Context: an optimization exercise on an open-source flow, tuned for a short achievable clock period and few clock cycles. The choices shown serve that exercise and are no tape-out recipe.
The RTL was checked by simulation tests, not by an equivalence proof against the original design.
No activity file was given, so power comes from the tool's default toggle rates.

==> run C <==
==> flow/design.v (excerpt) <==
module simpleos_core (
    input  wire        clk,
    input  wire        rst,           
    output wire        mem_req,
    output wire        mem_we,
    output wire [10:0] mem_addr,
    output wire [31:0] mem_wdata,
    input  wire        mem_ack,
    input  wire [31:0] mem_rdata,
    input  wire [6:0]  rnd_value,
    output wire        rnd_take,
    output wire        out_valid,
    output wire [1:0]  out_port,
    output wire [31:0] out_data,
    output wire        anom_valid,
    output wire [31:0] anom_pc,
    output wire [31:0] anom_op,
    output wire        halted,
    output wire [1:0]  halt_code,     
    output wire [31:0] halt_addr,
    output wire [31:0] reg_ac,
    output wire [31:0] reg_x,
    output wire [31:0] reg_y,
    output wire [31:0] reg_sp,
    output wire [31:0] reg_pc,
    output wire [31:0] reg_ir,
    output wire        reg_mode       
);
    localparam [31:0] USER_LIMIT    = 32'd1000;
    localparam [31:0] INT_HANDLER   = 32'd1500;
    localparam [31:0] SYS_STACK_TOP = 32'd2000;
    localparam [2:0] FA_PC = 3'd0, FA_SP = 3'd1, FA_SPM1 = 3'd2, FA_SPX = 3'd3,
                     FA_OPR = 3'd4, FA_OPRIX = 3'd5, FA_MDR = 3'd6;
    function flt(input [31:0] a, input m);
        flt = a[31] || (a[30:11] != 21'd0) || (a[10:0] >= 11'd2000) ||
              (!m && (a[10:0] >= 11'd1000));
    endfunction
    function inr(input [31:0] a, input [10:0] lo, input [10:0] hi);
  ...
export LEC_CHECK = 0
export CAP_MARGIN = 20
export CORE_MARGIN = 2
export CORE_UTILIZATION = 30
export PLACE_DENSITY = 0.6
export SETUP_SLACK_MARGIN = 4.0
export SLEW_MARGIN = 20
export TNS_END_PERCENT = 30
create_clock -name core_clock -period 7.0 [get_ports {clk}]
run.sh (not shown) runs the stock make flow with config.mk's settings and CLKGATE_MAP_FILE= SYNTH_SCRIPT=/design/flow/synth_recipe.tcl, a recipe that flattens the netlist after the stock synthesis.
==> inputs of run K, as changes to run C <==
--- a/flow/design.v
+++ b/flow/design.v
@@ -68,16 +68,17 @@
         begin
             lo = add32({21'd0, a[10:0]}, {21'd0, b[10:0]}, 1'b0);
             bn = add32({~b[31:11], 11'h7FF}, 32'd0, 1'b1);    
             hz = lo[11] ? (a[31:11] == ~b[31:11]) : (a[31:11] == bn[31:11]);
             fltsum = !hz || (lo[10:0] >= 11'd2000) || (!m && (lo[10:0] >= 11'd1000));
         end
     endfunction
-    reg         s_f, s_o, s_d, s_g, s_x, s_w, s_u, s_q, s_h;    
+    reg         s_f, s_o, s_d, s_x, s_w, s_u, s_q, s_h;    
     reg         bf;          
+    reg         bfr;         
     reg         bad;         
     reg         ph;                                        
     reg  [31:0] pc, sp, ir, ac, x, y;
     reg         mode;
     reg         req, we;     
     reg  [10:0] aa;          
     reg  [31:0] wd;          
@@ -97,17 +98,17 @@
     reg         alu_ci;
     wire q_add = p_add && rzr, q_tox = p_tox && rzr, q_fromx = p_fromx && rzr;
     wire q_toy = p_toy && rzr, q_fromy = p_fromy && rzr, q_tosp = p_tosp && rzr;
     wire q_fromsp = p_fromsp && rzr, q_incx = p_incx && rzr, q_decx = p_decx && rzr;
     wire q_push = p_push && rzr, q_int = p_int && rzr;
     reg         ov;  reg [1:0] opt; reg [31:0] od;
     reg         av;  reg [31:0] apc, aop;
-    reg         take;
+    reg         take;        
     reg         hlt; reg [1:0] hcode; reg [31:0] haddr;
-    assign mem_req    = req && !bf && !bad;
+    assign mem_req    = req && !bf && !bfr && !bad;
     assign mem_we     = we;
     assign mem_addr   = aa;
     assign mem_wdata  = wd;
     assign rnd_take   = take;
     assign out_valid  = ov;
     assign out_port   = opt;
     assign out_data   = od;
@@ -203,58 +204,61 @@
     wire [10:0] spxe_lo  = q_tox ? spac_lo : spx_lo;
     wire        f_spxe   = q_tox ? f_spac : f_spx;
     wire idx_wait = q_incx || q_decx;                     
     wire k_spx  = c_spx && !spx_wait;
     wire k_xw   = c_spx && spx_wait;
     wire k_iw   = (r6 == 6'd4 || r6 == 6'd5) && idx_wait;
     wire k_opnd = c_opnd && !k_iw;
-    wire push_wait = q_add || q_fromx || q_fromy || q_fromsp;    
+    wire push_wait = q_add || q_fromx || q_fromy || q_fromsp || take;    
     wire k_push = c_push && !push_wait;
     wire k_uw   = c_push && push_wait;
-    wire k_none = c_get || c_end || k_xw || k_iw || k_uw;
+    wire k_none = c_end || k_xw || k_iw || k_uw;
     wire k_pc1  = !(k_spx || c_rdsp || c_push || c_int || k_none);
     wire k_f    = k_pc1 && !k_opnd;                       
     wire [10:0] aF = ({11{k_pc1}} & pc1[10:0]) | ({11{k_spx}} & spxe_lo) |
                      ({11{c_rdsp}} & spe_lo) | ({11{k_push}} & spem1_lo) |
                      ({11{c_int}} & 11'd1999);
     wire bF = (k_pc1 && f_pc1) || (k_spx && f_spxe) || (c_rdsp && f_spe) || (k_push && f_spem1);
     wire [2:0] faF = k_spx ? FA_SPX : c_rdsp ? FA_SP : k_push ? FA_SPM1 : FA_PC;
     wire o_jmp = i_jmp || (i_jeq && acz) || (i_jne && !acz);
     wire o_rd  = i_lad || i_lind || i_st || o_jmp;
     wire o_d   = i_lad || i_lind || i_st || i_idx || i_call;
     wire [10:0] aO = o_rd ? rd[10:0] : i_idx ? ilo : i_call ? spm1[10:0] : pc1[10:0];
-    wire        bO = o_rd ? f_rd : i_idx ? f_idx : i_call ? f_spm1 : f_pc1;
+    wire        bO = !(o_rd || i_idx) && (i_call ? f_spm1 : f_pc1);
+    wire        rO = (o_rd && f_rd) || (i_idx && f_idx);
     wire        wO = i_st || i_call;
     wire [2:0] faO = (i_lad || i_lind || i_st) ? FA_OPR : i_idx ? FA_OPRIX :
                      i_call ? FA_SP : FA_PC;
     wire d_rd   = (i_lind && !ph) || i_ret;
     wire d_d    = (i_lind || i_int || i_iret) && !ph;
     wire d_spp1 = i_iret && !ph;
     wire d_1998 = i_int && !ph;
     wire d_1500 = i_int && ph;
     wire [10:0] aD = d_rd ? rd[10:0] : i_call ? opr[10:0] : d_spp1 ? spp1[10:0] :
                      d_1998 ? 11'd1998 : d_1500 ? 11'd1500 : pc[10:0];
-    wire        bD = d_rd ? f_rd : i_call ? f_opr : d_spp1 ? f_spp1 :
-                     (d_1998 || d_1500) ? 1'b0 : (i_iret ? f_pcu : f_pc);
+    wire        bD = !d_rd && (i_call ? f_opr : d_spp1 ? f_spp1 :
+                     (d_1998 || d_1500) ? 1'b0 : (i_iret ? f_pcu : f_pc));
+    wire        rD = d_rd && f_rd;
     wire        wD = d_1998;
     wire [2:0] faD = (i_lind && !ph) ? FA_MDR : d_spp1 ? FA_SP : FA_PC;
-    wire adv  = mem_ack && req && !bf && !bad;       
-    wire s_p  = (s_f || s_o || s_d) && bf && !bad;   
-    wire cF   = s_f && !bf && !bad;
-    wire cO   = s_o && !bf && !bad;
-    wire cD   = s_d && !bf && !bad;
+    wire bfa  = bf || bfr;
+    wire adv  = mem_ack && req && !bfa && !bad;      
+    wire s_p  = (s_f || s_o || s_d) && bfa && !bad;  
+    wire cF   = s_f && !bfa && !bad;
+    wire cO   = s_o && !bfa && !bad;
+    wire cD   = s_d && !bfa && !bad;
     wire stF  = s_f && adv;
     wire stO  = s_o && adv;
     wire stD  = s_d && adv;
     wire ac_ld = (stO && i_lv) || (stD && (i_ldac || (i_lind && ph)));
     wire ac_hd = !(q_add || q_fromx || q_fromy || q_fromsp ||
-                   ac_ld || s_g);
+                   ac_ld || take);
     assign ac_n = ({32{q_add}} & ac_sum) |
                   ({32{q_fromx}} & x) | ({32{q_fromy}} & y) | ({32{q_fromsp}} & sp) |
-                  ({32{ac_ld}} & rd) | ({32{s_g}} & {25'd0, rnd_value}) | ({32{ac_hd}} & ac);
+                  ({32{ac_ld}} & rd) | ({32{take}} & {25'd0, rnd_value}) | ({32{ac_hd}} & ac);
     assign x_n  = q_tox ? ac : q_incx ? x_p1 : q_decx ? x_m1 : x;
     assign y_n  = q_toy ? ac : y;
     wire sp_sm = q_push || (stO && i_call);
     wire sp_sp = stD && (i_ret || i_pop || (i_iret && !ph));
     wire sp_sr = stD && i_iret && ph;
     wire sp_hd = !(q_tosp || sp_sm || q_int || sp_sp || sp_sr);
     wire [31:0] sp_n = ({32{q_tosp}} & ac) | ({32{sp_sm}} & spm1) |
@@ -270,17 +274,18 @@
     always @(posedge clk) begin
         av   <= 1'b0;
         ov   <= 1'b0;
         take <= 1'b0;
         {p_add, p_tox, p_fromx, p_toy, p_fromy} <= 5'd0;
         {p_tosp, p_fromsp, p_incx, p_decx, p_push, p_int} <= 6'd0;
         if (rst) begin
-            s_f   <= 1'b1; s_o <= 1'b0; s_d <= 1'b0; s_g <= 1'b0; s_x <= 1'b0;
+            s_f   <= 1'b1; s_o <= 1'b0; s_d <= 1'b0; s_x <= 1'b0;
             s_w   <= 1'b0; s_u <= 1'b0; s_q <= 1'b0; s_h <= 1'b0;
             bf    <= 1'b0;
+            bfr   <= 1'b0;
             bad   <= 1'b0;
             req   <= 1'b1;
             we    <= 1'b0;
             aa    <= 11'd0;
             ph    <= 1'b0;
             pc    <= 32'd0;
             sp    <= USER_LIMIT;
@@ -301,64 +306,66 @@
             if (q_int) mode <= 1'b1;
             if (sp_sr) mode <= 1'b0;
             if (bad) begin
                 aa   <= pc[10:0];
                 we   <= 1'b0;
                 req  <= 1'b1;
                 bf   <= f_pc;
-                s_f  <= 1'b1; s_o <= 1'b0; s_d <= 1'b0; s_g <= 1'b0; s_x <= 1'b0; s_w <= 1'b0;
+                bfr  <= 1'b0;
+                s_f  <= 1'b1; s_o <= 1'b0; s_d <= 1'b0; s_x <= 1'b0; s_w <= 1'b0;
                 s_u  <= 1'b0;
                 s_h  <= 1'b0;
                 bad  <= 1'b0;
                 fsrc <= FA_PC;
             end else if (s_p) begin
                 s_f  <= 1'b0; s_o <= 1'b0; s_d <= 1'b0;
                 req  <= 1'b0;
                 bf   <= 1'b0;
+                bfr  <= 1'b0;
                 s_q  <= 1'b1;
             end else if (stF) begin
                 aa   <= aF;
                 we   <= k_push || c_int;
                 req  <= !k_none;
                 bf   <= bF;
+                bfr  <= 1'b0;
                 s_f  <= k_f;
                 s_o  <= k_opnd;
                 s_d  <= k_spx || c_rdsp || k_push || c_int;
                 s_u  <= rz && k_uw;
-                s_g  <= rz && c_get;
                 s_x  <= rz && k_xw;
                 s_w  <= rz && k_iw;
                 s_h  <= rz && c_end;
                 bad  <= !rz && !k_f;
                 fsrc <= faF;
             end else if (stO) begin
                 aa   <= aO;
                 we   <= wO;
                 req  <= 1'b1;
                 bf   <= bO;
+                bfr  <= rO;
                 s_f  <= !o_d;
                 s_o  <= 1'b0;
                 s_d  <= o_d;
                 fsrc <= faO;
             end else if (stD) begin
                 aa   <= aD;
                 we   <= wD;
                 req  <= 1'b1;
                 bf   <= bD;
+                bfr  <= rD;
                 s_f  <= !d_d;
                 s_d  <= d_d;
                 fsrc <= faD;
-            end else if (s_g || s_w) begin
+            end else if (s_w) begin
                 aa   <= pc[10:0];
                 we   <= 1'b0;
                 req  <= 1'b1;
                 bf   <= f_pc;
-                s_f  <= s_g;
-                s_o  <= s_w;
-                s_g  <= 1'b0;
+                s_o  <= 1'b1;
                 s_w  <= 1'b0;
                 fsrc <= FA_PC;
                 if (s_w) begin
                     ix <= ir[0] ? y : x;
                     {ixn, th_c, th_b, th_d} <= ir[0] ? bnd_y : bnd_x;
                 end
             end else if (s_x) begin
Settings changed: CORE_UTILIZATION 30 to 40, PLACE_DENSITY 0.6 to 0.65, SETUP_SLACK_MARGIN 4.0 to 4.5, TNS_END_PERCENT 30 to 20.
==> qor summary <==
                                                   run K           run C
Peak VDD IR                                     0.206 mV        0.202 mV
Run status                                finished clean  finished clean
Share of power burned in registers                 25.7%           29.1%
Number of standard cells after synthesis            5482            5393
Net count of the finished layout                    6520            6243
Data arrival, critical path                      4.12 ns         4.14 ns
Global routing usage on met2                       57.2%           45.9%
Worst Path Max Fanout                                 16               5
Clock buffers created by TritonCTS                    77              81
Die outline area                              115000 um2      153000 um2
Switching Power                                 10200 uW         7280 uW
Routed via count                                   52.6k           50.2k
Initial antenna violation count                        3              22
Maximum clock skew at final layout             0.0402 ns       0.0618 ns
Testbench counts of run C, summed over its fixed seeds: cycles 169,155.
Testbench counts of run K, summed over its fixed seeds: cycles 166,772.

[static timing again, ports no longer ideal]
The flow's constraints put no driver on any port. The routed layouts listed below were extracted and timed again, unchanged, in two steps.
Step 1, drivers: a clkbuf_16 drives clk and a buf_2 each remaining input, both assumed.
Step 2 also shifts input and output timing later by t, the mid clock arrival at the registers, as if the neighbouring blocks saw the same clock.
Three values: ideal, step 1, step 2; two values: the first two.
run | t (ns) | slack for setup (ns) | worst setup path at the end | latest minus earliest clock arrival (ns)
run C | 0.811 | 3.483 / 3.466 / 2.703 | input to register | 0.066 / 0.066
run K | 0.747 | 3.420 / 3.420 / 2.997 | input to register | 0.046 / 0.046
After both steps setup and hold are still met in every run listed. For run C, which loses most, drivers alone change the setup slack by -0.017 ns; drivers and shift together by -0.780 ns.
